What follows belongs to an exercise in optimizing a design on an open flow for small area, a short achievable clock period and few clock cycles; a production flow would make more cautious choices.
Function was checked by simulation only, so behaviour that the tests miss may differ from the original.
Power figures rest on the tool's default switching activity, not on a simulated workload.

--- design/flow/config.mk ---
export PLATFORM = sky130hd
export DESIGN_NAME = vwac
export DESIGN_NICKNAME = vwac
export VERILOG_FILES = /design/flow/design.v
export SDC_FILE = /design/flow/constraint.sdc
export NUM_CORES = 8
export LEC_CHECK = 0
export CAP_MARGIN = 20
export CORE_MARGIN = 2
export CORE_UTILIZATION = 50
export PLACE_DENSITY = 0.6
export SLEW_MARGIN = 20
--- design/flow/constraint.sdc ---
create_clock -name core_clock -period 11.0 [get_ports {clk}]
set_input_delay 2.2000 -clock core_clock [delete_from_list [all_inputs] [get_ports {clk}]]
set_output_delay 2.2000 -clock core_clock [all_outputs]
set_load 0.01 [all_outputs]
--- design/flow/design.v ---
module vwac (
  input  wire        clk,
  input  wire        rst,         
  input  wire        bus_valid,   
  input  wire        bus_write,   
  input  wire [11:0] bus_addr,    
  input  wire [31:0] bus_wdata,
  output wire [31:0] bus_rdata    
);
  localparam [3:0] S_IDLE    = 4'd0,
                   S_FAULT   = 4'd1,
                   S_BADCMD  = 4'd2,
                   S_ESTART  = 4'd3,
                   S_ESCAN   = 4'd4,
                   S_EPACK   = 4'd5,
                   S_ECOMMIT = 4'd6,
                   S_DSTART  = 4'd7,
                   S_DGEN    = 4'd8,
                   S_DCOMMIT = 4'd9;
  localparam [3:0] R_SUCCESS  = 4'h0,
                   R_NOFIT    = 4'h1,
                   R_FOREIGN  = 4'h2,
                   R_BAD_ID   = 4'h9,
                   R_BAD_U16  = 4'hA,
                   R_BAD_U8   = 4'hB,
                   R_BAD_CODE = 4'hC,
                   R_BAD_LEN  = 4'hD,
                   R_BAD_CMD  = 4'hE;
  localparam [2:0] K_PUNCT = 3'd0,
                   K_UPPER = 3'd1,
                   K_LOWER = 3'd2,
                   K_DIGIT = 3'd3,
                   K_ACCNT = 3'd4,
                   K_OTHER = 3'd5;
  localparam [1:0] M_ALPHA = 2'd0, M_LATIN = 2'd1, M_UTF = 2'd2;
  function [3:0] step_of;
    input [3:0] id;
    step_of = (id == 4'd0 || id >= 4'd10) ? 4'd8 :
              (id >= 4'd9) ? 4'd7 : (id >= 4'd6) ? 4'd6 :
              (id >= 4'd3) ? 4'd5 : 4'd4;
  endfunction
  function [5:0] cap_of;
    input [3:0] id;
    cap_of = (id == 4'd0 || id >= 4'd10) ? 6'd14 :
             (id >= 4'd9) ? 6'd16 : (id >= 4'd6) ? 6'd18 :
             (id >= 4'd3) ? 6'd22 : 6'd28;
  endfunction
  function [3:0] punct_idx;
    input [15:0] u;
    case (u)
      16'h0020: punct_idx = 4'd0;
      16'h005F: punct_idx = 4'd1;
      16'h002E: punct_idx = 4'd2;
      16'h002D: punct_idx = 4'd3;
      16'h003A: punct_idx = 4'd4;
      16'h002F: punct_idx = 4'd5;
      16'h002B: punct_idx = 4'd6;
      16'h002C: punct_idx = 4'd7;
      16'h0027: punct_idx = 4'd8;
      16'h0040: punct_idx = 4'd9;
      default:  punct_idx = 4'hF;
    endcase
  endfunction
  function [7:0] mark_of;
    input [3:0] idx;
    case (idx)
      4'd0: mark_of = 8'h20;
      4'd1: mark_of = 8'h5F;
      4'd2: mark_of = 8'h2E;
      4'd3: mark_of = 8'h2D;
      4'd4: mark_of = 8'h3A;
      4'd5: mark_of = 8'h2F;
      4'd6: mark_of = 8'h2B;
      4'd7: mark_of = 8'h2C;
      4'd8: mark_of = 8'h27;
      default: mark_of = 8'h40;
    endcase
  endfunction
  function [10:0] classify;
    input [15:0] u;
    reg [3:0] pi;
    begin
      pi = punct_idx(u);
      if (pi != 4'hF)                                    classify = {K_PUNCT, 4'd0, pi};
      else if (u >= 16'h41 && u <= 16'h5A)               classify = {K_UPPER, u[7:0]};
      else if (u >= 16'h61 && u <= 16'h7A)               classify = {K_LOWER, u[7:0]};
      else if (u >= 16'h30 && u <= 16'h39)               classify = {K_DIGIT, u[7:0]};
      else if (u >= 16'hC0 && u <= 16'hFF && u != 16'hD7 && u != 16'hF7)
                                                         classify = {K_ACCNT, u[7:0]};
      else                                               classify = {K_OTHER, 8'd0};
    end
  endfunction
  function [8:0] keep_of;
    input [10:0] c;
    case (c[10:8])
      K_PUNCT:
        case (c[3:0])
          4'd0:       keep_of = 9'h1EF;
          4'd1:       keep_of = 9'h1FC;
          4'd2, 4'd3: keep_of = 9'h1BF;
          4'd4:       keep_of = 9'h0AE;
          4'd5:       keep_of = 9'h0AC;
          4'd6, 4'd7: keep_of = 9'h0B3;
          4'd8:       keep_of = 9'h0A1;
          default:    keep_of = 9'h0B0;
        endcase
      K_UPPER: keep_of = 9'h1C4;
      K_LOWER: keep_of = 9'h1F8;
      K_DIGIT: keep_of = 9'h163;
      K_ACCNT: keep_of = 9'h100;
      default: keep_of = 9'h000;
    endcase
  endfunction
  function [6:0] enc_code;
    input [3:0] id;
    input [7:0] b;
    reg [3:0] pi;
    reg       isd, isu, isl, isp;
    reg [6:0] base, add, pc;
    begin
      pi  = punct_idx({8'd0, b});
      isp = (pi != 4'hF);
      isd = (b[7:4] == 4'h3);              
      isu = (b[7:5] == 3'b010);            
      isl = (b[7:5] == 3'b011);            
      base = isd ? {3'd0, b[3:0]} : (isu | isl) ? {2'd0, b[4:0]} : b[6:0];
      add = 7'd0; pc = 7'd0;
      case (id)
        4'd1: case (pi)
                4'd0: pc = 7'h0A; 4'd2: pc = 7'h0B; 4'd3: pc = 7'h0C;
                4'd6: pc = 7'h0D; 4'd7: pc = 7'h0E; default: pc = 7'h0F;
              endcase
        4'd2: case (pi)
                4'd0: pc = 7'h0A; 4'd3: pc = 7'h0C; 4'd4: pc = 7'h0D;
                4'd6: pc = 7'h0E; default: pc = 7'h0F;
              endcase
        4'd3, 4'd4: pc = (pi == 4'd0) ? 7'h00 : 7'h1A + {3'd0, pi};
        4'd5: case (pi)
                4'd7: pc = 7'h00; 4'd1: pc = 7'h1B; 4'd2: pc = 7'h1C;
                4'd3: pc = 7'h1D; 4'd6: pc = 7'h1E; default: pc = 7'h1F;
              endcase
        4'd6: begin
                add = isd ? 7'd1 : 7'd10;
                pc = (pi == 4'd0) ? 7'h00 : 7'h24 + {3'd0, pi};
              end
        4'd7: begin
                add = isd ? 7'd1 : isu ? 7'd10 : 7'd36;
                pc = (pi == 4'd0) ? 7'h00 : 7'h3F;
              end
        4'd8: begin
                add = isu ? 7'd0 : 7'd26;
                pc = (pi == 4'd0) ? 7'h00 : 7'h34 + {3'd0, pi};
              end
        default: begin
                add = isd ? 7'd1 : isu ? 7'd10 : isl ? 7'd36 :
                      (b <= 8'hD6) ? 7'h7F : (b <= 8'hF6) ? 7'h7E : 7'h7D;
                pc = (pi == 4'd0) ? 7'h00 : (pi == 4'd2) ? 7'h7E : 7'h7F;
              end
      endcase
      enc_code = isp ? pc : base + add;
    end
  endfunction
  function [8:0] lut_dec;
    input [3:0] id;
    input [7:0] g;
    reg [7:0] off; reg none; reg mark; reg [3:0] mi;
    begin
      none = 1'b0; mark = 1'b0; mi = 4'd0; off = 8'd0;
      case (id)
        4'd1: if (g <= 8'd9) off = 8'h30;
              else begin mark = 1'b1;
                case (g[2:0]) 3'd2: mi = 4'd0; 3'd3: mi = 4'd2; 3'd4: mi = 4'd3; 3'd5: mi = 4'd6; 3'd6: mi = 4'd7; default: mi = 4'd8; endcase
              end
        4'd2: if (g <= 8'd9) off = 8'h30;
              else if (g == 8'd11) none = 1'b1;
              else begin mark = 1'b1;
                case (g[2:0]) 3'd2: mi = 4'd0; 3'd4: mi = 4'd3; 3'd5: mi = 4'd4; 3'd6: mi = 4'd6; default: mi = 4'd7; endcase
              end
        4'd3, 4'd4:
              if (g == 8'd0) mark = 1'b1;
              else if (g <= 8'd26) off = (id == 4'd3) ? 8'h40 : 8'h60;
              else begin mark = 1'b1; mi = g[3:0] - 4'hA; end
        4'd5: if (g == 8'd0) begin mark = 1'b1; mi = 4'd7; end
              else if (g <= 8'd26) off = 8'h60;
              else begin mark = 1'b1;
                case (g[2:0]) 3'd3: mi = 4'd1; 3'd4: mi = 4'd2; 3'd5: mi = 4'd3; 3'd6: mi = 4'd6; default: mi = 4'd9; endcase
              end
        4'd6: if (g == 8'd0) mark = 1'b1;
              else if (g <= 8'd10) off = 8'h2F;
              else if (g <= 8'd36) off = 8'h56;
              else if (g <= 8'd45) begin mark = 1'b1; mi = g[3:0] - 4'h4; end
              else none = 1'b1;
        4'd7: if (g == 8'd0) mark = 1'b1;
              else if (g <= 8'd10) off = 8'h2F;
              else if (g <= 8'd36) off = 8'h36;
              else if (g <= 8'd62) off = 8'h3C;
              else begin mark = 1'b1; mi = 4'd1; end
        4'd8: if (g == 8'd0) mark = 1'b1;
              else if (g <= 8'd26) off = 8'h40;
              else if (g <= 8'd52) off = 8'h46;
              else if (g <= 8'd57) begin mark = 1'b1; mi = g[3:0] - 4'h4; end
              else none = 1'b1;
        4'd9: if (g == 8'd0) mark = 1'b1;
              else if (g <= 8'd10) off = 8'h2F;
              else if (g <= 8'd36) off = 8'h36;
              else if (g <= 8'd62) off = 8'h3C;
              else if (g <= 8'd85) off = 8'h81;
              else if (g <= 8'd116) off = 8'h82;
              else if (g <= 8'd124) off = 8'h83;
              else if (g == 8'd125) none = 1'b1;
              else begin mark = 1'b1; mi = (g == 8'd126) ? 4'd2 : 4'd3; end
        default: off = 8'd0;    
      endcase
      lut_dec = {none, mark ? mark_of(mi) : g + off};
    end
  endfunction
  reg [15:0]  char_in [0:63];
  reg [15:0]  in_len;
  reg [11:0]  hdr;
  reg [111:0] payload;        
  reg [3:0]   pv;
  reg [4:0]   out_len;
  reg         out_wide;
  reg [223:0] co;             
  reg [3:0]   st;
  reg         st_done, st_ok, st_ovr;
  reg [3:0]   st_res;
  wire busy  = (st != S_IDLE) && (st != S_FAULT);
  wire fault = (st == S_FAULT);
  reg [111:0] acc;            
  reg [111:0] stg;            
  reg         rec_ok;         
  reg         rec_wide;
  reg [4:0]   rec_n;
  reg [5:0]   r;              
  reg         wq_v;           
  reg [5:0]   wq_k;
  reg [4:0]   pi;             
  reg         v;              
  reg [15:0]  u_r;
  reg         a_lat;          
  reg [8:0]   a_keep;
  reg [2:0]   a_unres;        
  reg         a_ubad, a_upend;
  reg [3:0]   a_ub;           
  reg [1:0]   pk_mode;
  reg [3:0]   pk_id;
  reg [3:0]   pk_s;
  reg [5:0]   pk_len;
  reg [1:0]   bi;
  reg [1:0]   carry;
  reg         v3;             
  reg [7:0]   cd_r;
  reg [2:0]   wc;             
  reg [6:0]   wb;
  reg [1:0]   ph;             
  reg [6:0]   bp;
  reg [2:0]   gc;
  reg [7:0]   gg;
  reg [5:0]   gn;
  reg [4:0]   nout;
  reg [1:0]   cc;
  reg [17:0]  cacc;
  reg [1:0]   lc;
  reg [9:0]   hsp;
  wire rd_req  = bus_valid & ~bus_write;
  wire wr_req  = bus_valid & bus_write;
  wire a_lo    = (bus_addr[11:8] == 4'h0);
  wire a_cin   = (bus_addr[11:8] == 4'h1);
  wire a_cout  = (bus_addr[11:8] == 4'h2);
  wire [5:0] a_k = bus_addr[7:2];
  wire wr_ok   = wr_req & ~busy;
  wire wr_cin  = wr_ok & a_cin;
  wire wr_reg  = wr_ok & a_lo & (bus_addr[7:6] == 2'b00);
  wire wr_pay  = wr_ok & a_lo & (bus_addr[7:6] == 2'b01) & (bus_addr[5:4] == 2'b00);
  wire wr_cmd  = wr_reg & (bus_addr[5:2] == 4'd0) & ~fault & (bus_wdata[1:0] != 2'd0);
  wire wr_inl  = wr_reg & (bus_addr[5:2] == 4'd3);
  wire wr_hdr  = wr_reg & (bus_addr[5:2] == 4'd4);
  wire        eng_pk  = (st == S_EPACK) | (st == S_ESTART);
  wire [4:0]  eng_idx = eng_pk ? pi : wq_v ? wq_k[4:0] : r[4:0];
  reg  [15:0] cin_q0, cin_q1, cin_q2, cin_q3, eng_q;
  integer e;
  always @* begin
    cin_q0 = 16'd0;
    cin_q1 = 16'd0;
    cin_q2 = 16'd0;
    cin_q3 = 16'd0;
    for (e = 0; e < 16; e = e + 1) begin
      cin_q0 = cin_q0 | ({16{a_cin & (a_k == e)}}      & char_in[e]);
      cin_q1 = cin_q1 | ({16{a_cin & (a_k == 16 + e)}} & char_in[16+e]);
      cin_q2 = cin_q2 | ({16{a_cin & (a_k == 32 + e)}} & char_in[32+e]);
      cin_q3 = cin_q3 | ({16{a_cin & (a_k == 48 + e)}} & char_in[48+e]);
    end
    eng_q = 16'd0;
    for (e = 0; e < 28; e = e + 1)
      eng_q = eng_q | ({16{eng_idx == e}} & char_in[e]);
  end
  reg  [27:0] co_live;
  reg  [7:0]  co_lo, co_hi;
  integer j;
  always @* begin
    for (j = 0; j < 28; j = j + 1)
      co_live[j] = (j < out_len);
    co_lo = 8'd0;
    for (j = 0; j < 28; j = j + 1)
      co_lo = co_lo | ({8{a_cout & (a_k == j) & co_live[j]}} & co[8*j +: 8]);
    co_hi = 8'd0;
    for (j = 0; j < 14; j = j + 1)
      co_hi = co_hi | ({8{a_cout & (a_k == j) & co_live[j] & out_wide}} & co[8*(14+j) +: 8]);
  end
  wire [15:0] co_unit = {co_hi, co_lo};    
  wire a_reg = a_lo & (bus_addr[7:6] == 2'b00);
  wire a_pay = a_lo & (bus_addr[7:6] == 2'b01) & (bus_addr[5:4] == 2'b00);
  wire [31:0] rd_reg =
      ({32{bus_addr[5:2] == 4'd1}} & {23'd0, st_ovr, st_res, fault, st_ok, st_done, busy})
    | ({32{bus_addr[5:2] == 4'd2}} & 32'd112)
    | ({32{bus_addr[5:2] == 4'd3}} & {16'd0, in_len})
    | ({32{bus_addr[5:2] == 4'd4}} & {20'd0, hdr})
    | ({32{bus_addr[5:2] == 4'd5}} & {27'd0, out_len});
  wire [31:0] rd_pay =
      ({32{(bus_addr[3:2] == 2'd0) & pv[0]}} & payload[31:0])
    | ({32{(bus_addr[3:2] == 2'd1) & pv[1]}} & payload[63:32])
    | ({32{(bus_addr[3:2] == 2'd2) & pv[2]}} & payload[95:64])
    | ({32{(bus_addr[3:2] == 2'd3) & pv[3]}} & {16'd0, payload[111:96]});
  wire [31:0] rd_oth =
      ({32{a_reg}} & rd_reg)
    | ({32{a_pay}} & rd_pay);
  reg  [15:0] rq_0, rq_1, rq_2, rq_3;
  reg  [31:0] rq_oth;
  reg  [15:0] rq_co;
  always @(posedge clk) begin
    rq_co  <= co_unit;
    rq_0   <= cin_q0;
    rq_1   <= cin_q1;
    rq_2   <= cin_q2;
    rq_3   <= cin_q3;
    rq_oth <= rd_oth;
  end
  assign bus_rdata = rq_oth | {16'd0, rq_co | rq_0 | rq_1 | rq_2 | rq_3};
  wire [15:0] cin_d = bus_wdata[15:0] & {16{~rst}};
  genvar gi;
  generate
    for (gi = 0; gi < 64; gi = gi + 1) begin : g_cin
      always @(posedge clk)
        if (rst | (wr_cin & (a_k == gi)))
          char_in[gi] <= cin_d;
    end
  endgenerate
  wire        u_byte = (u_r[15:8] == 8'd0);
  wire [10:0] ucls   = classify({8'd0, u_r[7:0]});
  wire [8:0]  ukeep  = {9{u_byte}} & keep_of(ucls);
  wire        u_pun  = u_byte & (ucls[10:8] == K_PUNCT);
  wire [2:0]  uunres = {u_pun & (ucls[3:0] == 4'd1),
                        u_pun & (ucls[3:0] >= 4'd6),
                        u_pun & (ucls[3:0] == 4'd2)};
  wire        u_hs   = (u_r[15:10] == 6'b110110);
  wire        u_ls   = (u_r[15:10] == 6'b110111);
  wire [1:0]  u_nb   = (u_r[15:7] == 9'd0) ? 2'd1 : (u_r[15:11] == 5'd0) ? 2'd2 : 2'd3;
  wire        f_lat   = a_lat & u_byte;
  wire [8:0]  f_keep  = a_keep & ukeep;
  wire [2:0]  f_unres = a_unres | uunres;
  reg         f_ubad, f_upend;
  reg  [4:0]  f_ubs;
  always @* begin
    f_ubad = a_ubad; f_upend = a_upend; f_ubs = {1'b0, a_ub};
    if (a_upend) begin
      if (u_ls) begin f_upend = 1'b0; f_ubs = f_ubs + 5'd4; end
      else f_ubad = 1'b1;
    end else if (u_hs) f_upend = 1'b1;
    else if (u_ls)     f_ubad = 1'b1;
    else               f_ubs = f_ubs + {3'd0, u_nb};
  end
  wire [3:0] f_ub = f_ubs[4] ? 4'hF : f_ubs[3:0];
  wire        L_big   = (in_len > 16'd28);
  wire        L_zero  = (in_len == 16'd0);
  wire        L_short = (in_len <= 16'd14);
  wire [4:0]  L5      = in_len[4:0];
  wire [8:0]  capm = {(L5 <= 5'd16), {3{L5 <= 5'd18}}, {3{L5 <= 5'd22}}, 2'b11};
  wire [8:0]  okm  = a_keep & capm & ~{a_unres[2], a_unres[1], 5'b00000, a_unres[0], 1'b0};
  reg  [3:0]  win;
  integer wi;
  always @* begin
    win = 4'd0;
    for (wi = 9; wi >= 1; wi = wi - 1)
      if (okm[wi-1]) win = wi;
  end
  wire        scanned = (r == in_len[5:0]) & ~v;
  wire [3:0]  wstep = step_of(win);
  wire [2:0]  lsm   = in_len[2:0] * wstep[2:0];
  wire [2:0]  wpad  = 3'd0 - lsm;
  wire [6:0]  pk_code = enc_code(pk_id, u_r[7:0]);
  wire [10:0] hs_w    = {1'b0, u_r[9:0]} + 11'h040;
  reg  [7:0]  ubyte;
  reg  [1:0]  unb;
  always @* begin
    unb = u_nb; ubyte = u_r[7:0];
    if (u_hs) begin
      unb = 2'd2;
      ubyte = (bi == 2'd0) ? {5'b11110, hs_w[10:8]} : {2'b10, hs_w[7:2]};
    end else if (u_ls) begin
      unb = 2'd2;
      ubyte = (bi == 2'd0) ? {2'b10, carry, u_r[9:6]} : {2'b10, u_r[5:0]};
    end else if (u_nb == 2'd2)
      ubyte = (bi == 2'd0) ? {3'b110, u_r[10:6]} : {2'b10, u_r[5:0]};
    else if (u_nb == 2'd3)
      ubyte = (bi == 2'd0) ? {4'b1110, u_r[15:12]} :
              (bi == 2'd1) ? {2'b10, u_r[11:6]} : {2'b10, u_r[5:0]};
  end
  wire pk_last = (pk_mode != M_UTF) | (bi == unb - 2'd1);
  reg  [14:0] comb;
  always @* begin
    case (pk_s)
      4'd4:    comb = {4'd0, wb, cd_r[3:0]};
      4'd5:    comb = {3'd0, wb, cd_r[4:0]};
      4'd6:    comb = {2'd0, wb, cd_r[5:0]};
      4'd7:    comb = {1'd0, wb, cd_r[6:0]};
      default: comb = {wb, cd_r[7:0]};
    endcase
  end
  wire [3:0]  tot     = {1'b0, wc} + pk_s;
  wire [7:0]  wbyte   = comb >> (tot[2:0]);
  wire [111:0] acc_sh = {acc[103:0], wbyte};
  wire [1:0] h_tag = hdr[11:10];
  wire [3:0] h_id  = hdr[9:6];
  wire [5:0] h_len = hdr[5:0];
  wire [3:0] h_step = step_of(h_id);
  wire       pay_zero = ((payload[31:0] == 32'd0)   | ~pv[0]) & ((payload[63:32] == 32'd0)   | ~pv[1])
                      & ((payload[95:64] == 32'd0)  | ~pv[2]) & ((payload[111:96] == 16'd0) | ~pv[3]);
  wire       pbit  = payload[bp] & pv[bp[6:5]];
  wire [8:0] gdec  = lut_dec(h_id, gg);
  wire       g_cont = (gg[7:6] == 2'b10);
  reg        g_bad;
  reg [20:0] g_cp;
  always @* begin
    g_bad = 1'b0; g_cp = 21'd0;
    if (gg[7] == 1'b0) begin
      g_cp = {14'd0, gg[6:0]};
      if (cc != 2'd0) g_bad = 1'b1;
    end else if (gg >= 8'hC2 && gg <= 8'hDF) begin
      g_cp = {10'd0, gg[4:0], cacc[17:12]};
      if (cc != 2'd1) g_bad = 1'b1;
    end else if (gg[7:4] == 4'hE) begin
      g_cp = {5'd0, gg[3:0], cacc[17:6]};
      if (cc != 2'd2) g_bad = 1'b1;
      if (gg == 8'hE0 && lc[1] == 1'b0) g_bad = 1'b1;
      if (gg == 8'hED && lc[1] == 1'b1) g_bad = 1'b1;
    end else if (gg >= 8'hF0 && gg <= 8'hF4) begin
      g_cp = {gg[2:0], cacc};
      if (cc != 2'd3) g_bad = 1'b1;
      if (gg == 8'hF0 && lc == 2'b00) g_bad = 1'b1;
      if (gg == 8'hF4 && lc != 2'b00) g_bad = 1'b1;
    end else
      g_bad = 1'b1;
  end
  wire [20:0] g_cpm = g_cp - 21'h10000;
  wire        g_sup = (g_cp[20:16] != 5'd0);
  wire sc_restart = wq_v & (wq_k == 6'd0);
  wire sc_drop    = wq_v & (wq_k != 6'd0) & (wq_k < r);
  wire sc_rd      = wq_v & ((wq_k == 6'd0) | ((wq_k == r) & (r <= 6'd27)));
  wire fold_st = (st == S_IDLE) | (st == S_FAULT) | (st == S_ESCAN) | (st == S_ESTART);
  wire consume = v & pk_last & (st == S_EPACK);
  reg  rd_now;
  always @* begin
    case (st)
      S_IDLE, S_FAULT: rd_now = sc_rd;
      S_ESCAN:         rd_now = ({10'd0, r} < in_len);
      S_ESTART:        rd_now = scanned;
      S_EPACK:         rd_now = ({11'd0, pi} < in_len) & (~v | consume);
      default:         rd_now = 1'b0;
    endcase
  end
  wire fold_now = v & fold_st & ~sc_restart & ~sc_drop;
  wire pk_end = v3 & ~v & ({11'd0, pi} == in_len);
  wire est_go   = (st == S_ESTART) & ~L_big;
  wire est_pack = scanned & (L_short ? (a_lat | (~(a_ubad | a_upend) & (a_ub <= 4'd14)))
                                     : (win != 4'd0));
  wire enc_commit = (st == S_EPACK && pk_end) || st == S_ECOMMIT;
  wire acc_clr  = est_go & (L_zero | est_pack);
  wire dg_ins_a = (st == S_DGEN) & (ph == 2'd1) & (h_id != 4'd0) & ~gdec[8];
  wire dg_ins_u = (st == S_DGEN) & (ph == 2'd1) & (h_id == 4'd0) & ~g_cont & ~g_bad;
  wire dg_ins_h = (st == S_DGEN) & (ph == 2'd2);
  wire dg_ins   = dg_ins_a | dg_ins_u | dg_ins_h;
  reg  [7:0] dg_lo, dg_hi;
  always @* begin
    if (dg_ins_a)      begin dg_lo = gdec[7:0]; dg_hi = acc[111:104]; end
    else if (dg_ins_h) begin dg_lo = hsp[7:0];  dg_hi = {6'b110110, hsp[9:8]}; end
    else if (g_sup)    begin dg_lo = g_cpm[7:0]; dg_hi = {6'b110111, g_cpm[9:8]}; end
    else               begin dg_lo = g_cp[7:0];  dg_hi = g_cp[15:8]; end
  end
  wire acc_shift = ((st == S_EPACK) & v3 & tot[3]) | dg_ins;
  wire [7:0] acc_in = (st == S_EPACK) ? wbyte : dg_lo;
  reg [111:0] dc_lo, dc_hi;
  always @* begin
    for (j = 0; j < 14; j = j + 1) begin
      dc_lo[8*j +: 8] = char_in[j][7:0];
      dc_hi[8*j +: 8] = (pk_mode == M_UTF) ? char_in[j][15:8] : char_in[14+j][7:0];
    end
  end
  always @(posedge clk)
    if (enc_commit | acc_shift | acc_clr)
      acc <= enc_commit ? dc_lo : acc_shift ? {acc[103:0], acc_in} : 112'd0;
  always @(posedge clk)
    if (enc_commit | dg_ins)
      stg <= enc_commit ? dc_hi : {stg[103:0], dg_hi};
  wire co_load = ((st == S_DSTART) & (h_tag == 2'b10) & ~pay_zero & rec_ok) | (st == S_DCOMMIT);
  always @(posedge clk)
    if (co_load) co <= {stg, acc};
  wire [3:0] pay_wr = {4{wr_pay}} & {bus_addr[3:2] == 2'd3, bus_addr[3:2] == 2'd2,
                                     bus_addr[3:2] == 2'd1, bus_addr[3:2] == 2'd0};
  genvar gw;
  generate
    for (gw = 0; gw < 4; gw = gw + 1) begin : g_pay
      localparam integer W = (gw == 3) ? 16 : 32;
      always @(posedge clk)
        if (pay_wr[gw] | enc_commit)
          payload[32*gw +: W] <= pay_wr[gw] ? bus_wdata[W-1:0] : acc_sh[32*gw +: W];
    end
  endgenerate
  always @(posedge clk)
    if (rst) pv <= 4'd0;
    else if (enc_commit) pv <= 4'hF;
    else pv <= pv | pay_wr;
  always @(posedge clk) begin
    if (rst) begin
      st <= S_IDLE;
      st_done <= 1'b0; st_ok <= 1'b0; st_ovr <= 1'b0; st_res <= 4'd0;
      in_len <= 16'd0; hdr <= 12'd0;
      out_len <= 5'd0; out_wide <= 1'b0;
      rec_ok <= 1'b0; rec_wide <= 1'b0; rec_n <= 5'd0;
      r <= 6'd0; wq_v <= 1'b0; v <= 1'b0;
      a_lat <= 1'b1; a_keep <= 9'h1FF; a_unres <= 3'd0;
      a_ubad <= 1'b0; a_upend <= 1'b0; a_ub <= 4'd0;
    end else begin
      if (rd_now) begin
        u_r <= eng_q;
        if (eng_pk) pi <= pi + 5'd1;
        else r <= {1'b0, eng_idx} + 6'd1;
      end
      if (rd_now) v <= 1'b1;
      else if (fold_now | consume) v <= 1'b0;
      if (fold_now) begin
        a_lat <= f_lat; a_keep <= f_keep; a_unres <= f_unres;
        a_ubad <= f_ubad; a_upend <= f_upend; a_ub <= f_ub;
      end
      if (wr_req & busy) st_ovr <= 1'b1;
      if (wr_inl) in_len <= bus_wdata[15:0];
      if (wr_hdr) begin hdr <= bus_wdata[11:0]; rec_ok <= 1'b0; end
      if (wr_pay) rec_ok <= 1'b0;
      wq_v <= wr_cin;
      wq_k <= a_k;
      if (sc_restart | sc_drop) begin
        a_lat <= 1'b1; a_keep <= 9'h1FF; a_unres <= 3'd0;
        a_ubad <= 1'b0; a_upend <= 1'b0; a_ub <= 4'd0;
      end
      if (sc_drop) begin
        r <= 6'd0; v <= 1'b0;
      end
      if (wr_cmd) begin
        st_done <= 1'b0; st_ok <= 1'b0; st_res <= 4'd0; st_ovr <= 1'b0;
        pi <= 5'd0;
        case (bus_wdata[1:0])
          2'd1:    st <= S_ESTART;
          2'd2:    st <= S_DSTART;
          default: st <= S_BADCMD;
        endcase
      end
      case (st)
        S_BADCMD: begin
          st_done <= 1'b1; st_res <= R_BAD_CMD; st <= S_FAULT;
        end
        S_ESTART: begin
          if (L_big) begin
            v <= 1'b0;
            st_done <= 1'b1; st_res <= R_NOFIT; st <= S_IDLE;
          end else if (L_zero) begin
            v <= 1'b0;
            wb <= 7'd0; cd_r <= 8'd0; wc <= 3'd0; pk_s <= 4'd8;
            pk_id <= 4'd0; pk_len <= 6'd0; pk_mode <= M_LATIN;
            st <= S_ECOMMIT;
          end else if (!scanned) begin
            if (!v) begin
              if (r > in_len[5:0]) begin
                r <= 6'd0;
                a_lat <= 1'b1; a_keep <= 9'h1FF; a_unres <= 3'd0;
                a_ubad <= 1'b0; a_upend <= 1'b0; a_ub <= 4'd0;
              end
              st <= S_ESCAN;
            end
          end else if (L_short) begin
            if (a_lat) begin
              pk_mode <= M_LATIN; pk_id <= 4'd10; pk_s <= 4'd8; pk_len <= in_len[5:0];
              bi <= 2'd0; v3 <= 1'b0; wc <= 3'd0; wb <= 7'd0;
              st <= S_EPACK;
            end else if (a_ubad | a_upend) begin
              v <= 1'b0;
              st_done <= 1'b1; st_res <= R_BAD_U16; st <= S_FAULT;
            end else if (a_ub > 4'd14) begin
              v <= 1'b0;
              st_done <= 1'b1; st_res <= R_NOFIT; st <= S_IDLE;
            end else begin
              pk_mode <= M_UTF; pk_id <= 4'd0; pk_s <= 4'd8; pk_len <= {2'b00, a_ub};
              bi <= 2'd0; v3 <= 1'b0; wc <= 3'd0; wb <= 7'd0;
              st <= S_EPACK;
            end
          end else if (win == 4'd0) begin
            v <= 1'b0;
            st_done <= 1'b1; st_res <= R_NOFIT; st <= S_IDLE;
          end else begin
            pk_mode <= M_ALPHA; pk_id <= win; pk_s <= wstep; pk_len <= in_len[5:0];
            bi <= 2'd0; v3 <= 1'b0; wc <= wpad; wb <= 7'd0;
            st <= S_EPACK;
          end
        end
        S_ESCAN: begin
          if (scanned) st <= S_ESTART;
        end
        S_EPACK: begin
          if (v) begin
            if (pk_mode == M_UTF) begin
              bi <= pk_last ? 2'd0 : bi + 2'd1;
              if (u_hs && bi == 2'd1) carry <= hs_w[1:0];
            end
            cd_r <= (pk_mode == M_ALPHA) ? {1'b0, pk_code} :
                    (pk_mode == M_UTF)   ? ubyte : u_r[7:0];
          end
          v3 <= v;
          if (v3) begin
            wc <= tot[2:0];
            wb <= comb[6:0];
          end
          if (pk_end) st <= S_ECOMMIT;
        end
        default: ;
      endcase
      if ((st == S_EPACK && pk_end) || st == S_ECOMMIT) begin
        hdr <= {2'b10, pk_id, pk_len};
        rec_ok <= 1'b1; rec_n <= L5; rec_wide <= (pk_mode == M_UTF);
        st_done <= 1'b1; st_ok <= 1'b1; st_res <= R_SUCCESS; st <= S_IDLE;
      end
      case (st)
        S_DSTART: begin
          if (h_tag != 2'b10) begin
            st_done <= 1'b1; st_res <= R_FOREIGN; st <= S_IDLE;
          end else if (pay_zero) begin
            out_len <= 5'd0;
            st_done <= 1'b1; st_ok <= 1'b1; st_res <= R_SUCCESS; st <= S_IDLE;
          end else if (rec_ok) begin
            out_len <= rec_n; out_wide <= rec_wide;
            st_done <= 1'b1; st_ok <= 1'b1; st_res <= R_SUCCESS; st <= S_IDLE;
          end else if (h_id > 4'd10) begin
            st_done <= 1'b1; st_res <= R_BAD_ID; st <= S_FAULT;
          end else if (h_len > cap_of(h_id)) begin
            st_done <= 1'b1; st_res <= R_BAD_LEN; st <= S_FAULT;
          end else begin
            ph <= 2'd0; bp <= 7'd0; gc <= 3'd0; gg <= 8'd0; gn <= h_len; nout <= 5'd0;
            cc <= 2'd0; cacc <= 18'd0;
            if (h_len == 6'd0) begin
              rec_ok <= 1'b1; rec_n <= 5'd0; rec_wide <= (h_id == 4'd0);
              st <= S_DCOMMIT;
            end else
              st <= S_DGEN;
          end
        end
        S_DGEN: begin
          case (ph)
            2'd0: begin
              gg[gc] <= pbit;
              bp <= bp + 7'd1;
              if ({1'b0, gc} == h_step - 4'd1) ph <= 2'd1;
              else gc <= gc + 3'd1;
            end
            2'd1: begin
              gg <= 8'd0; gc <= 3'd0;
              if (h_id != 4'd0) begin
                if (gdec[8]) begin
                  st_done <= 1'b1; st_res <= R_BAD_CODE; st <= S_FAULT;
                end else begin
                  nout <= nout + 5'd1;
                  gn <= gn - 6'd1;
                  if (gn == 6'd1) begin
                    rec_ok <= 1'b1; rec_n <= nout + 5'd1; rec_wide <= 1'b0;
                    st <= S_DCOMMIT;
                  end else
                    ph <= 2'd0;
                end
              end else if (g_cont) begin
                gn <= gn - 6'd1;
                if (cc == 2'd3 || gn == 6'd1) begin
                  st_done <= 1'b1; st_res <= R_BAD_U8; st <= S_FAULT;
                end else begin
                  cacc <= {gg[5:0], cacc[17:6]};
                  cc <= cc + 2'd1;
                  lc <= gg[5:4];
                  ph <= 2'd0;
                end
              end else if (g_bad) begin
                st_done <= 1'b1; st_res <= R_BAD_U8; st <= S_FAULT;
              end else begin
                gn <= gn - 6'd1;
                cc <= 2'd0; cacc <= 18'd0;
                nout <= nout + 5'd1;
                if (g_sup) begin
                  hsp <= g_cpm[19:10];
                  ph <= 2'd2;
                end else begin
                  if (gn == 6'd1) begin
                    rec_ok <= 1'b1; rec_n <= nout + 5'd1; rec_wide <= 1'b1;
                    st <= S_DCOMMIT;
                  end else
                    ph <= 2'd0;
                end
              end
            end
            default: begin
              nout <= nout + 5'd1;
              if (gn == 6'd0) begin
                rec_ok <= 1'b1; rec_n <= nout + 5'd1; rec_wide <= 1'b1;
                st <= S_DCOMMIT;
              end else
                ph <= 2'd0;
            end
          endcase
        end
        S_DCOMMIT: begin
          out_len <= rec_n; out_wide <= rec_wide;
          st_done <= 1'b1; st_ok <= 1'b1; st_res <= R_SUCCESS; st <= S_IDLE;
        end
        default: ;
      endcase
    end
  end
endmodule
--- design/flow/flow/run.sh ---
#!/bin/bash
set -euo pipefail
MARGIN=7
make() { command make "$@" SETUP_SLACK_MARGIN=$MARGIN; }
export -f make
export MARGIN
bash standard.sh finish > run_flow.log 2>&1
--- design/flow/standard.sh ---
#!/bin/bash
# synth_recipe.tcl (not shown) runs the flow's synth.tcl, then flattens the netlist and writes it again
# the make line also repeats each setting of config.mk as NAME=value (left out here)
make -C /OpenROAD-flow-scripts/flow DESIGN_CONFIG=/design/flow/config.mk WORK_HOME=/design/flow/orfs CLKGATE_MAP_FILE= SYNTH_SCRIPT=/design/flow/synth_recipe.tcl "${@:-finish}"
==> results of run 1 <==
power by group through the flow:
stage / clock [mW] / combinational [mW] / sequential [mW]
after floorplan: 0 / 0.170 / 8.45
after global placement: 0 / 0.406 / 8.58
after detailed placement: 0 / 0.410 / 8.59
after CTS: 7.09 / 0.468 / 8.43
after global routing: 7.36 / 0.499 / 8.47
final: 7.08 / 0.499 / 8.46
cells in the mapped netlist (61+ instances only):
cell	instances	area [sq um]
edfxtp_1	1713	51400
nand2_1	793	2980
nor2_1	414	1550
clkbuf_1	386	1450
a221oi_1	384	3360
a22o_1	384	3360
o21ai_0	317	1590
dfxtp_1	195	3900
a22oi_1	156	1170
a21oi_1	152	761
a31oi_1	145	907
nand4_1	137	857
mux2_2	93	1050
inv_1	91	342
nor3_1	91	455
ha_1	88	1100
nand3_1	86	430
nor4_1	61	382
flip-flops by register name (all words and copies together), names as in the netlist, 7 cells and up:
register	count
char_in	1024
co	224
acc	112
payload	112
stg	112
rq_oth	32
cacc	18
in_len	16
rq_0	16
rq_1	16
rq_2	16
rq_3	16
rq_co	16
u_r	16
hdr	12
hsp	10
a_keep	9
cd_r	8
gg	8
bp	7
wb	7
cell usage in the layout, fill, tap and decap left out, drive strengths merged, types with 21 or more instances in the layout:
cell           synthesis  final
nand2                793    794
nand2b                40     40
a222oi                45     45
or3                   33     33
o22ai                 26     26
xnor2                 31     31
buf                   58    451
o21ai                317    317
mux4                  45     45
clkbuf               393    273
ha                    88     88
nor3                  92     92
o211ai                21     21
and2                  56     56
a221oi               384    384
and3                  47     47
clkinv                 1     68
mux2i                 45     45
nor2                 414    417
inv                   91     95
a21oi                152    152
nand4                137    137
a211oi                46     46
a22o                 384    384
nor2b                 45     45
nand3                 86     87
nor4                  63     63
clkdlybuf4s50          0     50
edfxtp              1713   1713
bufinv                 0     26
a31oi                145    145
mux2                  93     93
o21a                  23     23
dfxtp                195    195
a22oi                156    156
path summary, 6_finish.rpt:
path                                    startpoint  slack, ns  cells after the start                 to
worst max-delay path              st[3]$_SDFF_PP0_       6.77                     10   u_r[0]$_DFFE_PP_
worst min-delay path            stg[109]$_DFFE_PP_       0.42                      0  co[221]$_DFFE_PP_
worst max register to register    st[3]$_SDFF_PP0_       6.77                     10   u_r[0]$_DFFE_PP_
worst min register to register  stg[109]$_DFFE_PP_       0.42                      0  co[221]$_DFFE_PP_
layout make-up:
cell class / instances / area [sq um]
clock inverter: 107 / 1450
timing repair buffer: 513 / 5130
multi-input combinational: 4172 / 30300
clock buffer: 265 / 5400
sequential: 1908 / 55400
inverter: 92 / 364
fill: 13300 / 68200
tap: 2218 / 2780
antenna: 16 / 40.0
logic make-up (layout without fill, tap and decap cells):
kind of cell	after synthesis	in the layout
simple gates	1925	1930
fa+ha+maj	92	92
buf+inv	543	977
other cells	0	16
xor+xnor	51	51
mux	183	183
compound gates	1914	1916
flops	1908	1908
critical path, stage by stage, from the launching register on:
cell and delay (ns):
dfxtp_4 0.50, clkinvlp_4 0.25, buf_4 0.19, buf_4 0.16, and3_2 0.30, o31ai_2 0.58, and2_1 0.63, buf_4 0.40
a221oi_1 0.15, and4_1 0.22, nand4_1 0.50
per-layer routing:
layer	up-vias	wire length, um	global-route usage (%)
met5	-	332	1.36
met4	22	24700	22.6
met3	1209	49100	13.2
met2	5638	156000	59.4
met1	33600	138000	55.9
li1	27000	-	-
metrics by stage:
stage                     area (sq um)  cells  setup WS, ns
after CTS                        99800   9213          6.78
after floorplan                  86200   6616          3.57
after global placement           89800   8695          4.44
after detailed placement         89800   8695          4.43
final                           101000   9291          6.77
after global routing            101000   9278          6.82
what timing repair did:
item	CTS	global route
hold endpoints to repair	0	0
gates resized for setup	370	127
endpoints found under the setup margin	1919	589
gates cloned	7	5
buffers inserted	139	56
pin swaps	100	41
==> summary.txt, run 1 <==
Clock network
  • CTS root buffer: clkbuf_16
  • TritonCTS clock tree: done
  • Cts bufs inserted: 196
  • Worst skew pair latency: 0.88 ns
  • Clock Tree Buf Depth: 3
  • Clock slew seen by the registers of the worst setup and hold paths: 0.07 ns
  • Post-CTS Hold Fix Bufs: 0
  • CTS Sinks: 1908
  • H-tree levels: 4

Die
  • Core Area: about 170000 sq um
  • Rows: 151
  • Num ports: 80
  • Die height: 416 um
  • Initial core utilization: 50.3%
  • Die ar.: 173000 sq um
  • Die X: 416 um

STA
  • Tmin final: 4.23 ns
  • Actual slew at the worst max-slew pin: 1.21 ns
  • Slew HR: between 10% and 20%
  • RSZ-0062 raised after global routing: yes
  • Fin Setup TNS: 0 ns
  • Fin. Hold Viols: 0
  • Fmax achieved: 237 MHz
  • Pins Over Slew Limit: 0
  • Final setup vio count: 0
  • Part of the cycle the worst path needs: 38.4%
  • Final hold slack: 0.421 ns
  • Clk_skew: about 0.049 ns

Synthesis
  • Post-synth EDFFs: between 1500 and 2000
  • Adder-Cell Fraction of Synth Area: 1.39%
  • Syn avg cell area: ~13 sq um
  • Post-synthesis sequential area ratio: 65.1%
  • Async SR Flop Fraction: 0%
  • Synth Warn #: 2
  • Synth Area in Compound Gates: 16.8%
  • Fraction of the mapped netlist area in simple logic gates: 10.6%
  • Synth Flop Type: edfxtp_1
  • Synth cell types: 94
  • Largest family of logic cells by synthesized area: compound AO/OA/AOI/OAI gates
  • Post-synthesis mux area share: 2.95%
  • Seq cells post-synth: ~1900
  • Synthesized area: around 85000 sq um
  • Syn Nets: 6756
  • XOR/XNOR Fraction of Synth Area: less than 1%
  • Syn Inst Count: 6616

Status
  • Outcome: complete, no violations

Pwr
  • Clock power frac: 44.2%
  • Combinational Power Share: 3.1%
  • Power Density: 159 nW/um^2
  • Leak: 34.4 nW
  • Psw: approximately 3.6 mW
  • Flop pwr share: 52.7%
  • Switching part of the total power: 22.6%
  • PnR Total Power: 16.0 mW
  • VDD IR max: 0.000161 V
  • Cell-internal power: roughly 12 mW

Routing
  • # DRC: 0
  • Detail-routed via count per cell: 7.26
  • Wirelength, routed: 368000 um
  • First-pass iteration count of the detailed router: 12
  • ANT nets after route: 0
  • DR iter-0 viols: ~12000
  • Vias: around 67000
  • WL per Instance: between 30 and 40 um

Global route
  • Total gr overflow: 0
  • Largest net degree at the start of global routing: 217
  • Total track usage: 41.4%
  • Vias in the first global route: 60600
  • Initial antenna violation count: 22
  • First-pass GRT wire length: around 500000 um

Setup path
  • CP Max Fanout: 13
  • Critical path data arrival time: 4.80 ns
  • CP Capture Type: flop
  • Startpoint types: flop
  • CP required: 11.58 ns
  • WS Path Type: flop to flop

Flow run
  • Max_cap viols: 0

Placement
  • Final HPWL DP: 242000 um
  • Gpl congestion: 1.01
  • Count of input and output buffers: 77

Layout
  • Synth-to-Final Area Change: 18.6%
  • Total Nets Final: ~7000
  • Fin util: 59.7%
  • Share of cells above drive strength 1: 19.1%

Hold path
  • Worst hold path class: flop to flop
Testbench counts, summed over its fixed seeds: cycles 51,062.
==> run 2: changes to the inputs <==
--- a/design/flow/config.mk
+++ b/design/flow/config.mk
@@ -8,5 +8,7 @@
 export CAP_MARGIN = 20
 export CORE_MARGIN = 2
 export CORE_UTILIZATION = 50
+export CTS_CLUSTER_DIAMETER = 90
+export CTS_CLUSTER_SIZE = 20
 export PLACE_DENSITY = 0.6
 export SLEW_MARGIN = 20
==> summary.txt, run 2 <==
STA
  • Actual slew at the worst max-slew pin: 1.19 ns (was 1.21 ns)
  • Tmin final: 4.16 ns (was 4.23 ns)
  • Slew HR: 20.8% (was 19.4%)
  • Clk_skew: 0.0553 ns (was 0.0486 ns)
  • Fin Setup TNS: 0 ns (unchanged)
  • Pins Over Slew Limit: 0 (unchanged)
  • Fin. Hold Viols: 0 (unchanged)
  • Final setup vio count: 0 (unchanged)
  • RSZ-0062 raised after global routing: yes (unchanged)
  • Part of the cycle the worst path needs: 37.8% (was 38.4%)
  • Fmax achieved: 241 MHz (was 237 MHz)

Synthesis
  • Synth cell types: 94 (unchanged)
  • Cell taking the most area after synthesis: edfxtp_1 (unchanged)
  • Post-synth EDFFs: 1713 (unchanged)
  • Async SR Flop Fraction: 0% (unchanged)
  • Synth Flop Type: edfxtp_1 (unchanged)
  • Commonest cells in the synthesized netlist: edfxtp_1 (1713), nand2_1 (793), nor2_1 (414) (unchanged)
  • Synth top area share: 60.5% (unchanged)
  • Syn Nets: 6756 (unchanged)
  • Top cells by area, synth: edfxtp_1 (60%), dfxtp_1 (4.6%), a221oi_1 (4.0%) (unchanged)
  • Synth Warn #: 2 (unchanged)
  • Synthesized area: 85000 sq um (unchanged)
  • Syn avg cell area: 12.9 sq um (unchanged)
  • Seq cells post-synth: 1908 (unchanged)
  • Syn Inst Count: 6616 (unchanged)
  • Most numerous cell in the Yosys netlist: edfxtp_1 (unchanged)
  • Post-synthesis sequential area ratio: 65.1% (unchanged)

Routing
  • DR iter-0 viols: 12500 (was 12400)
  • WL per Instance: 40.1 um (was 39.6 um)
  • ANT nets after route: 0 (unchanged)
  • First-pass iteration count of the detailed router: 13 (was 12)
  • Vias: 66500 (was 67500)
  • Wirelength, routed: 365000 um (was 368000 um)
  • Detail-routed via count per cell: 7.30 (was 7.26)
  • # DRC: 0 (unchanged)

Layout
  • Fin util: 57.6% (was 59.7%)
  • Register area: 55400 sq um (about the same)
  • Top Registers: char_in (1024), co (224) (unchanged)
  • Commonest cells after routing, fill and taps aside: edfxtp_1 (1713), nand2_1 (762), a22o_1 (384) (was edfxtp_1 (1713), nand2_1 (764), a22o_1 (384))
  • Footprint of the multi-input gates: 30200 sq um (was 30300 sq um)
  • Synth-to-Final Area Change: 14.6% (was 18.6%)
  • Finished Layout Cells: 9117 (was 9291)
  • Most common cell after layout, fill and taps aside: edfxtp_1 (unchanged)
  • Max reg flops: 1024 (unchanged)
  • Fillers: 13600 (was 13300)
  • Total Nets Final: 6934 (was 7023)
  • Share of cells above drive strength 1: 17.0% (was 19.1%)
  • Biggest register: char_in (unchanged)

Die
  • Rows: 151 (unchanged)
  • Die height: 416 um (unchanged)
  • Core Area: 169000 sq um (unchanged)
  • Num ports: 80 (unchanged)
  • Die X: 416 um (unchanged)
  • Die ar.: 173000 sq um (unchanged)
  • Initial core utilization: 50.3% (unchanged)

Clock network
  • Worst skew pair latency: 0.83 ns (was 0.88 ns)
  • TritonCTS clock tree: done (unchanged)
  • Post-CTS Hold Fix Bufs: 0 (unchanged)
  • CTS Sinks: 1908 (unchanged)
  • H-tree levels: 3 (was 4)
  • Cts bufs inserted: 111 (was 196)
  • Clock slew seen by the registers of the worst setup and hold paths: 0.08 ns (was 0.07 ns)
  • Clock Tree Buf Depth: 3 (unchanged)
  • CTS root buffer: clkbuf_16 (unchanged)

Pwr
  • Leak: 32.7 nW (was 34.4 nW)
  • Power Density: 138 nW/um^2 (was 159 nW/um^2)
  • VDD IR max: 0.000153 V (was 0.000161 V)

Setup path
  • Register-to-register setup slack: 6.90 ns (was 6.77 ns)
  • Reg-to-Reg End: u_r[0]$_DFFE_PP_ (unchanged)
  • Startpoint types: flop (unchanged)
  • WS Path Type: flop to output port (was flop to flop)
  • Critical path data arrival time: 1.96 ns (was 4.80 ns)
  • CP required: 8.80 ns (was 11.58 ns)
  • CP Max Fanout: 1 (was 13)
  • Crit path from: rq_co[4]$_DFF_P_ (was st[3]$_SDFF_PP0_)
  • CP Capture Type: output port (was flop)
  • Reg2Reg Depth: 12 (was 10)
  • Reg-to-reg startpoint: st[1]$_SDFF_PP0_ (was st[3]$_SDFF_PP0_)

Global route
  • Total gr overflow: 0 (unchanged)
  • GR met3 Demand/Resource: 12.4% (was 13.2%)
  • Initial antenna violation count: 14 (was 22)
  • Largest net degree at the start of global routing: 217 (unchanged)
  • Busiest layer in global routing: met2 (unchanged)
  • First-pass GRT wire length: 495000 um (was 498000 um)
  • Vias in the first global route: 59800 (was 60600)
  • Grt met2 use: 59.2% (was 59.4%)
  • GR Util met1: 56.3% (was 55.9%)
  • Total track usage: 41.1% (was 41.4%)

Placement
  • Count of input and output buffers: 77 (unchanged)
  • Dpl cells: 8695 (unchanged)
  • Final HPWL DP: 242000 um (unchanged)
  • Gpl congestion: 1.01 (unchanged)

Flow run
  • Max_cap viols: 0 (unchanged)

Hold path
  • Worst hold path class: flop to flop (unchanged)
  • Min-Delay Startpoint: stg[109]$_DFFE_PP_ (unchanged)
  • Min-Delay Endpoint: co[221]$_DFFE_PP_ (unchanged)
  • Hold path cells: 0 (unchanged)

Status
  • Outcome: complete, no violations (unchanged)
## run 2: cell counts after synthesis
No cell type changed its count.
## run 2: worst max-delay path by stage
stage                             end  slack (ns)  cells past startpoint
detailed placement  rq_co[11]$_DFF_P_        4.43                      9
global route         acc[5]$_DFFE_PP_        6.85                     17
global placement     rq_co[0]$_DFF_P_        4.44                      9
floorplan            acc[0]$_DFFE_PP_        3.57                      8
finish                   bus_rdata[4]        6.84                      3
CTS                      bus_rdata[8]        6.82                      3
## run 2: area by class of cell
type,instances,share of cell area (%)
repair buffers,508,5.30
clock inverters,23,0.378
clock buffers,183,3.17
inverters,92,0.378
flip-flops and latches,1908,56.9
well taps,2218,2.85
multi-input cells,4173,31.0
diodes,12,0.0308
## run 2: repair_timing
item | in CTS | in global routing
pin swaps | 95 | 31
setup buffers | 130 | 61
cloned | 7 | 5
endpoints found under the setup margin | 1926 | 626
gates resized for setup | 399 | 95
## run 2: power breakdown
group          switching, mW  total (mW)  internal [mW]  leakage [nW]
Sequential             0.253        8.44           8.19          17.7
Clock                   2.51        4.54           2.03          1.63
Combinational          0.372       0.499          0.127          13.3
## run 2: metrics by stage
stage / total power, mW / setup WS, ns / instance area, sq um / hold WS [ns]
final: 13.5 / 6.84 / 97400 / 0.428
after global routing: 13.7 / 6.85 / 97400 / 0.435
after CTS: 13.4 / 6.82 / 96400 / 0.427
after detailed placement: 9.00 / 4.43 / 89800 / 0.407
after global placement: 8.99 / 4.44 / 89800 / 0.407
after floorplan: 8.62 / 3.57 / 86200 / 0.400
## run 2: critical path, cell delays in order (launching register included)
cell and delay, ns:
dfxtp_1 0.35, nor2_1 0.36, nand2_2 0.26, buf_6 0.19
## run 2: cells by family after synthesis
logic type | after synthesis | share of synthesized area, %
buf+inv | 543 | 2.54
xor+xnor | 51 | 0.550
fa+ha+maj | 92 | 1.39
mux | 183 | 2.95
simple gates | 1925 | 10.6
flops | 1908 | 65.1
compound gates | 1914 | 16.8
## run 2: metal layers
metal / vias to the layer above / share of wire (%) / routed length (um)
met5: - / 0.079 / 288
met4: 16 / 6.6 / 23900
met3: 1088 / 14 / 49300
met2: 5530 / 42 / 155000
met1: 33200 / 38 / 137000
li1: 26700 / - / -
==> run 3: changes to the inputs <==
--- a/design/flow/config.mk
+++ b/design/flow/config.mk
@@ -7,8 +7,8 @@
 export LEC_CHECK = 0
 export CAP_MARGIN = 20
 export CORE_MARGIN = 2
-export CORE_UTILIZATION = 50
+export CORE_UTILIZATION = 60
 export CTS_CLUSTER_DIAMETER = 90
 export CTS_CLUSTER_SIZE = 20
-export PLACE_DENSITY = 0.6
+export PLACE_DENSITY = 0.7
 export SLEW_MARGIN = 20
==> summary.txt, run 3 <==
Status
  • Outcome: complete, no violations (unchanged)

STA
  • Final hold slack: 0.423 ns (was 0.428 ns)
  • Fin Setup TNS: 0 ns (unchanged)
  • Fin. Hold Viols: 0 (unchanged)
  • Pins Over Slew Limit: 0 (unchanged)
  • Actual slew at the worst max-slew pin: 1.12 ns (was 1.19 ns)
  • Tmin final: 4.16 ns (about the same)
  • Clk_skew: 0.104 ns (was 0.0553 ns)
  • Slew HR: 24.5% (was 20.8%)
  • Fmax achieved: 240 MHz (was 241 MHz)
  • Final setup vio count: 0 (unchanged)
  • RSZ-0062 raised after global routing: yes (unchanged)
  • Part of the cycle the worst path needs: 37.8% (about the same)

Synthesis
  • Synth Warn #: 2 (unchanged)
  • Async SR Flop Fraction: 0% (unchanged)
  • Syn avg cell area: 12.9 sq um (unchanged)
  • Post-synth EDFFs: 1713 (unchanged)
  • Cell taking the most area after synthesis: edfxtp_1 (unchanged)
  • Most numerous cell in the Yosys netlist: edfxtp_1 (unchanged)
  • Seq cells post-synth: 1908 (unchanged)
  • Post-synthesis sequential area ratio: 65.1% (unchanged)
  • Syn Nets: 6756 (unchanged)
  • Top cells by area, synth: edfxtp_1 (60%), dfxtp_1 (4.6%), a221oi_1 (4.0%) (unchanged)
  • Commonest cells in the synthesized netlist: edfxtp_1 (1713), nand2_1 (793), nor2_1 (414) (unchanged)
  • Synth Flop Type: edfxtp_1 (unchanged)
  • Synthesized area: 85000 sq um (unchanged)
  • Syn Inst Count: 6616 (unchanged)
  • Synth cell types: 94 (unchanged)
  • Synth top area share: 60.5% (unchanged)

Clock network
  • H-tree levels: 3 (unchanged)
  • Cts bufs inserted: 107 (was 111)
  • CTS Sinks: 1908 (unchanged)
  • Clock slew seen by the registers of the worst setup and hold paths: 0.09 ns (was 0.08 ns)
  • CTS root buffer: clkbuf_16 (unchanged)
  • TritonCTS clock tree: done (unchanged)
  • Worst skew pair latency: 0.83 ns (about the same)
  • Clock Tree Buf Depth: 3 (unchanged)

Die
  • Initial core utilization: 60.3% (was 50.3%)
  • Die ar.: 145000 sq um (was 173000 sq um)
  • Core Area: 141000 sq um (was 169000 sq um)
  • Rows: 138 (was 151)
  • Die X: 380 um (was 416 um)
  • Num ports: 80 (unchanged)
  • Die height: 380 um (was 416 um)

Layout
  • Commonest cells after routing, fill and taps aside: edfxtp_1 (1713), nand2_1 (760), a22o_1 (383) (was edfxtp_1 (1713), nand2_1 (762), a22o_1 (384))
  • Total Nets Final: 6932 (was 6934)
  • Most common cell after layout, fill and taps aside: edfxtp_1 (unchanged)
  • Biggest register: char_in (unchanged)
  • Synth-to-Final Area Change: 14.1% (was 14.6%)
  • Fin util: 68.8% (was 57.6%)
  • Top Registers: char_in (1024), co (224) (unchanged)
  • Finished Layout Cells: 8793 (was 9117)
  • Footprint of the multi-input gates: 30300 sq um (was 30200 sq um)
  • Max reg flops: 1024 (unchanged)
  • Register area: 55400 sq um (about the same)
  • Fillers: 9934 (was 13600)
  • Share of cells above drive strength 1: 17.0% (about the same)

Setup path
  • CP required: 11.62 ns (was 8.80 ns)
  • Register-to-register setup slack: 6.84 ns (was 6.90 ns)
  • Startpoint types: flop (unchanged)
  • Critical path data arrival time: 4.78 ns (was 1.96 ns)
  • WS Path Type: flop to flop (was flop to output port)
  • CP Capture Type: flop (was output port)
  • CP Max Fanout: 26 (was 1)

Global route
  • Total gr overflow: 0 (unchanged)
  • Largest net degree at the start of global routing: 140 (was 217)
  • First-pass GRT wire length: 490000 um (was 495000 um)
  • Total track usage: 48.6% (was 41.1%)
  • Vias in the first global route: 61800 (was 59800)
  • Initial antenna violation count: 23 (was 14)

Routing
  • ANT nets after route: 0 (unchanged)
  • Vias: 68600 (was 66500)
  • DR iter-0 viols: 13700 (was 12500)
  • # DRC: 0 (unchanged)
  • WL per Instance: 41.1 um (was 40.1 um)
  • Detail-routed via count per cell: 7.80 (was 7.30)
  • Wirelength, routed: 361000 um (was 365000 um)
  • First-pass iteration count of the detailed router: 13 (unchanged)

Placement
  • Dpl cells: 8352 (was 8695)
  • Gpl congestion: 1.07 (was 1.01)
  • Final HPWL DP: 238000 um (was 242000 um)
  • Count of input and output buffers: 77 (unchanged)

Flow run
  • Max_cap viols: 0 (unchanged)

Pwr
  • Leak: 32.7 nW (about the same)
  • VDD IR max: 0.000173 V (was 0.000153 V)
  • PnR Total Power: 13.3 mW (was 13.5 mW)
  • Power Density: 137 nW/um^2 (was 138 nW/um^2)

Hold path
  • Worst hold path class: flop to flop (unchanged)
## run 3: changes by cell type in the layout (fill, tap and decap cells not counted), sizes merged, moves of 2 or more
cell / before / now
or4: 13 / 15
dlymetal6s2s: 1 / 3
bufinv: 3 / 0
diode: 12 / 16
inv: 94 / 88
clkinv: 11 / 13
clkinvlp: 7 / 4
clkbuf: 192 / 198
dlygate4sd2: 4 / 2
## run 3: path summary, 6_finish.rpt
path,depth (start not counted),end,start
setup reg to reg,12,stg[1]$_DFFE_PP_,gg[3]$_SDFFCE_PN0P_
setup / recovery,12,stg[1]$_DFFE_PP_,gg[3]$_SDFFCE_PN0P_
hold reg to reg,0,co[216]$_DFFE_PP_,stg[104]$_DFFE_PP_
hold / removal,0,co[216]$_DFFE_PP_,stg[104]$_DFFE_PP_
## run 3: through the flow
step / instance area (sq um) / setup slack [ns]
global placement: 89300 / 4.38
finish: 97000 / 6.84
CTS: 96200 / 6.67
floorplan: 86200 / 3.57
global route: 97000 / 6.87
detailed placement: 89400 / 4.40
## run 3: final cells by class
type,instances,area share [%]
inverters,92,0.377
clock buffers,191,3.12
diodes,16,0.0413
flip-flops and latches,1908,57.1
clock inverters,13,0.267
multi-input cells,4177,31.2
repair buffers,506,5.43
well taps,1890,2.44
## run 3: metal layers
metal | vias to the layer above | wire length, um | GRT usage (%) | part of all wire, %
met4 | 32 | 31400 | 31.2 | 8.7
li1 | 26800 | - | - | -
met5 | - | 631 | 2.18 | 0.17
met1 | 33400 | 122000 | 63.3 | 34
met3 | 1599 | 58200 | 18.8 | 16
met2 | 6840 | 149000 | 68.0 | 41
## run 3: where the power goes
part           total (mW)  leakage, nW  internal [mW]  switching, mW
logic               0.513         13.4          0.131          0.382
clock network        4.36         1.54           1.90           2.45
registers            8.44         17.7           8.19          0.247
## run 3: kinds of logic after synthesis
| logic type | count (synthesis) | share of synthesized area, % |
|---|---|---|
| XOR/XNOR | 51 | 0.550 |
| AND/OR/NAND/NOR | 1925 | 10.6 |
| flip-flops | 1908 | 65.1 |
| adder cells (fa/ha/maj) | 92 | 1.39 |
| AO/OA/AOI/OAI | 1914 | 16.8 |
| buffers and inverters | 543 | 2.54 |
| multiplexers | 183 | 2.95 |
## run 3: critical path: stages, from the launching register on
cell	delay [ns]
edfxtp_1	0.47
clkinvlp_4	0.19
buf_4	0.17
ha_2	0.22
nand3b_1	0.26
buf_4	0.21
a2111oi_2	0.38
a211oi_2	0.12
and2_1	0.18
clkbuf_8	0.25
a311oi_1	0.91
a211oi_1	0.39
a31oi_1	0.27
## run 3: repair_timing
item                                    CTS  global route
endpoints found under the hold margin     0             0
setup endpoints to repair              1932          1261
resized for setup                       400           122
setup buffers                           168            37
hold buffers                              0             0
pin swaps                               120            33
cloned                                   11             5
==> run 4: changes to the inputs <==
--- a/design/flow/config.mk
+++ b/design/flow/config.mk
@@ -7,8 +7,8 @@
 export LEC_CHECK = 0
 export CAP_MARGIN = 20
 export CORE_MARGIN = 2
-export CORE_UTILIZATION = 60
+export CORE_UTILIZATION = 55
 export CTS_CLUSTER_DIAMETER = 90
 export CTS_CLUSTER_SIZE = 20
-export PLACE_DENSITY = 0.7
+export PLACE_DENSITY = 0.65
 export SLEW_MARGIN = 20
==> summary.txt, run 4 <==
Pwr
  • Psw: 3.09 mW (was 3.08 mW)
  • Leak: 32.5 nW (was 32.7 nW)
  • PnR Total Power: 13.4 mW (was 13.3 mW)
  • Flop pwr share: 63.3% (was 63.4%)
  • Clock power frac: 33.1% (was 32.7%)
  • VDD IR max: 0.000159 V (was 0.000173 V)
  • Cell-internal power: 10.3 mW (was 10.2 mW)
  • Power Density: 138 nW/um^2 (was 137 nW/um^2)
  • Switching part of the total power: 23.1% (was 23.2%)
  • Combinational Power Share: 3.6% (was 3.9%)

Synthesis
  • Synth top area share: 60.5% (unchanged)
  • Synth Flop Type: edfxtp_1 (unchanged)
  • Syn avg cell area: 12.9 sq um (unchanged)
  • Synthesized area: 85000 sq um (unchanged)
  • Syn Inst Count: 6616 (unchanged)
  • Commonest cells in the synthesized netlist: edfxtp_1 (1713), nand2_1 (793), nor2_1 (414) (unchanged)
  • Synth cell types: 94 (unchanged)
  • Top cells by area, synth: edfxtp_1 (60%), dfxtp_1 (4.6%), a221oi_1 (4.0%) (unchanged)
  • Most numerous cell in the Yosys netlist: edfxtp_1 (unchanged)
  • Cell taking the most area after synthesis: edfxtp_1 (unchanged)
  • Synth Warn #: 2 (unchanged)
  • Post-synth EDFFs: 1713 (unchanged)
  • Seq cells post-synth: 1908 (unchanged)
  • Syn Nets: 6756 (unchanged)
  • Async SR Flop Fraction: 0% (unchanged)
  • Post-synthesis sequential area ratio: 65.1% (unchanged)

Setup path
  • Crit path from: rq_2[12]$_DFF_P_ (was gg[3]$_SDFFCE_PN0P_)
  • CP Capture Type: output port (was flop)
  • WS Path Type: flop to output port (was flop to flop)
  • Worst stage delay on the critical path: 0.38 ns (was 0.91 ns)
  • Largest delay share family, worst path: simple AND/OR/NAND/NOR gates (was compound AO/OA/AOI/OAI gates)
  • Reg2Reg Depth: 14 (was 12)
  • Startpoint types: flop (unchanged)
  • CP Max Fanout: 1 (was 26)
  • Slowest-stage cell, CP: nor4_4 (was a311oi_1)
  • CP Buf/Inv Count: 1 (was 4)
  • CP required: 8.80 ns (was 11.62 ns)
  • Reg-to-Reg End: u_r[7]$_DFFE_PP_ (was stg[1]$_DFFE_PP_)
  • Reg-to-reg startpoint: st[1]$_SDFF_PP0_ (was gg[3]$_SDFFCE_PN0P_)
  • Critical path data arrival time: 1.90 ns (was 4.78 ns)
  • Register-to-register setup slack: 6.95 ns (was 6.84 ns)
  • Ordered list of cells on the worst path: nor4_4 -> nand2_4 -> buf_6 (was clkinvlp_4 -> buf_4 -> ha_2 -> nand3b_1 -> buf_4 -> a2111oi_2 -> a211oi_2 -> and2_1 -> clkbuf_8 -> a311oi_1 -> a211oi_1 -> a31oi_1)

STA
  • RSZ-0062 raised after global routing: yes (unchanged)
  • Slew HR: 24.6% (was 24.5%)
  • Part of the cycle the worst path needs: 37.3% (was 37.8%)
  • Actual slew at the worst max-slew pin: 1.12 ns (about the same)
  • Fin Setup TNS: 0 ns (unchanged)
  • Final hold slack: 0.423 ns (about the same)
  • Final setup vio count: 0 (unchanged)
  • Fmax achieved: 244 MHz (was 240 MHz)
  • Pins Over Slew Limit: 0 (unchanged)
  • Tmin final: 4.10 ns (was 4.16 ns)
  • Setup WS post-layout: 6.90 ns (was 6.84 ns)
  • Clk_skew: 0.0599 ns (was 0.104 ns)
  • Fin. Hold Viols: 0 (unchanged)

Hold path
  • Min-Delay Startpoint: stg[104]$_DFFE_PP_ (unchanged)
  • Hold path cells: 0 (unchanged)
  • Min-Delay Endpoint: co[216]$_DFFE_PP_ (unchanged)
  • Worst hold path class: flop to flop (unchanged)

Die
  • Rows: 144 (was 138)
  • Die height: 397 um (was 380 um)
  • Core Area: 154000 sq um (was 141000 sq um)
  • Die X: 397 um (was 380 um)
  • Num ports: 80 (unchanged)
  • Die ar.: 158000 sq um (was 145000 sq um)
  • Initial core utilization: 55.3% (was 60.3%)

Clock network
  • Cts bufs inserted: 108 (was 107)
  • Post-CTS Hold Fix Bufs: 0 (unchanged)
  • CTS Sinks: 1908 (unchanged)
  • Worst skew pair latency: 0.81 ns (was 0.83 ns)
  • TritonCTS clock tree: done (unchanged)
  • Clock Tree Buf Depth: 3 (unchanged)
  • CTS root buffer: clkbuf_16 (unchanged)
  • H-tree levels: 3 (unchanged)
  • Clock slew seen by the registers of the worst setup and hold paths: 0.08 ns (was 0.09 ns)

Layout
  • Top Registers: char_in (1024), co (224) (unchanged)
  • Most common cell after layout, fill and taps aside: edfxtp_1 (unchanged)
  • Commonest cells after routing, fill and taps aside: edfxtp_1 (1713), nand2_1 (760), a22o_1 (383) (unchanged)
  • Max reg flops: 1024 (unchanged)
  • Synth-to-Final Area Change: 13.9% (was 14.1%)
  • Total Nets Final: 6906 (was 6932)
  • Biggest register: char_in (unchanged)
  • Finished Layout Cells: 8914 (was 8793)
  • Fillers: 11700 (was 9934)
  • Share of cells above drive strength 1: 16.5% (was 17.0%)

Global route
  • Initial antenna violation count: 20 (was 23)
  • Largest net degree at the start of global routing: 107 (was 140)
  • Total track usage: 43.5% (was 48.6%)
  • Total gr overflow: 0 (unchanged)
  • Vias in the first global route: 59700 (was 61800)
  • First-pass GRT wire length: 479000 um (was 490000 um)

Placement
  • Dpl cells: 8514 (was 8352)
  • Count of input and output buffers: 77 (unchanged)
  • Setup WS pre-CTS: 4.47 ns (was 4.40 ns)
  • Final HPWL DP: 237000 um (was 238000 um)
  • Gpl congestion: 1.05 (was 1.07)

Routing
  • DR iter-0 viols: 12500 (was 13700)
  • # DRC: 0 (unchanged)
  • ANT nets after route: 0 (unchanged)
  • Vias: 66700 (was 68600)
  • Detail-routed via count per cell: 7.48 (was 7.80)
  • Wirelength, routed: 350000 um (was 361000 um)
  • WL per Instance: 39.3 um (was 41.1 um)
  • First-pass iteration count of the detailed router: 8 (was 13)

Flow run
  • Max_cap viols: 0 (unchanged)

Status
  • Outcome: complete, no violations (unchanged)
## run 4: cell counts after synthesis
No cell type changed its count.
## run 4: worst max path at each step
| stage | slack, ns | endpoint | cells past startpoint |
|---|---|---|---|
| 2_1_floorplan | 3.57 | acc[0]$_DFFE_PP_ | 8 |
| 3_3_place_gp | 4.57 | payload[56]$_DFFE_PP_ | 6 |
| 3_5_place_dp | 4.47 | payload[95]$_DFFE_PP_ | 6 |
| 4_1_cts | 6.83 | payload[18]$_DFFE_PP_ | 8 |
| 5_1_grt | 6.91 | bus_rdata[12] | 3 |
| 6_report | 6.90 | bus_rdata[12] | 3 |
## run 4: area by class of cell
class                           instances  area [sq um]  share of cell area (%)
Multi-Input combinational cell       4172         30200                    31.2
Sequential cell                      1908         55400                    57.3
Clock buffer                          189          3030                    3.13
Clock inverter                         16           312                   0.322
Timing Repair Buffer                  484          4910                    5.08
Antenna cell                            9          22.5                  0.0233
Tap cell                             2044          2560                    2.64
Inverter                               92           364                   0.376
## run 4: cell families (layout without fill, tap and decap cells)
kind of cell	after synthesis	in the layout	share of synthesized area (%)
muxes	183	183	2.95
AOI/OAI and AO/OA	1914	1916	16.8
xor gates and xnor gates	51	51	0.550
other	0	9	0
buffers and inverters	543	781	2.54
DFF	1908	1908	65.1
adders and majority gates	92	92	1.39
and+or+nand+nor	1925	1930	10.6
## run 4: stage by stage
stage	instance area, sq um	utilization (%)
after CTS	96000	62.4
after floorplan	86200	-
after global placement	89500	58.2
after detailed placement	89500	58.2
final	96800	62.9
after global routing	96800	62.9
## run 4: power by group through the flow
stage / registers (mW) / clock network [mW] / logic, mW
final: 8.46 / 4.43 / 0.478
after global routing: 8.47 / 4.65 / 0.479
after CTS: 8.43 / 4.41 / 0.451
after detailed placement: 8.60 / 0 / 0.390
after global placement: 8.59 / 0 / 0.386
after floorplan: 8.45 / 0 / 0.170
## run 4: what timing repair did
action	4_1_cts	5_1_grt
gates cloned	8	2
endpoints found under the hold margin	0	0
endpoints found under the setup margin	1924	526
setup buffers	146	30
resized for setup	375	139
pin swaps	97	42
## run 4: routing by layer
| layer | vias up | global-route usage [%] | wire, um |
|---|---|---|---|
| li1 | 26700 | - | - |
| met2 | 5878 | 62.7 | 149000 |
| met5 | - | 0.636 | 390 |
| met1 | 33000 | 59.1 | 128000 |
| met3 | 1134 | 14.1 | 49700 |
| met4 | 14 | 22.4 | 23600 |

Check on run 4: ideal ports give 6.900 ns setup slack; a clkbuf_16 on the clock port and buf_2 on the inputs give 6.809 ns; moving port delays by the midpoint clock arrival (0.871 ns) as well gives 6.092 ns.
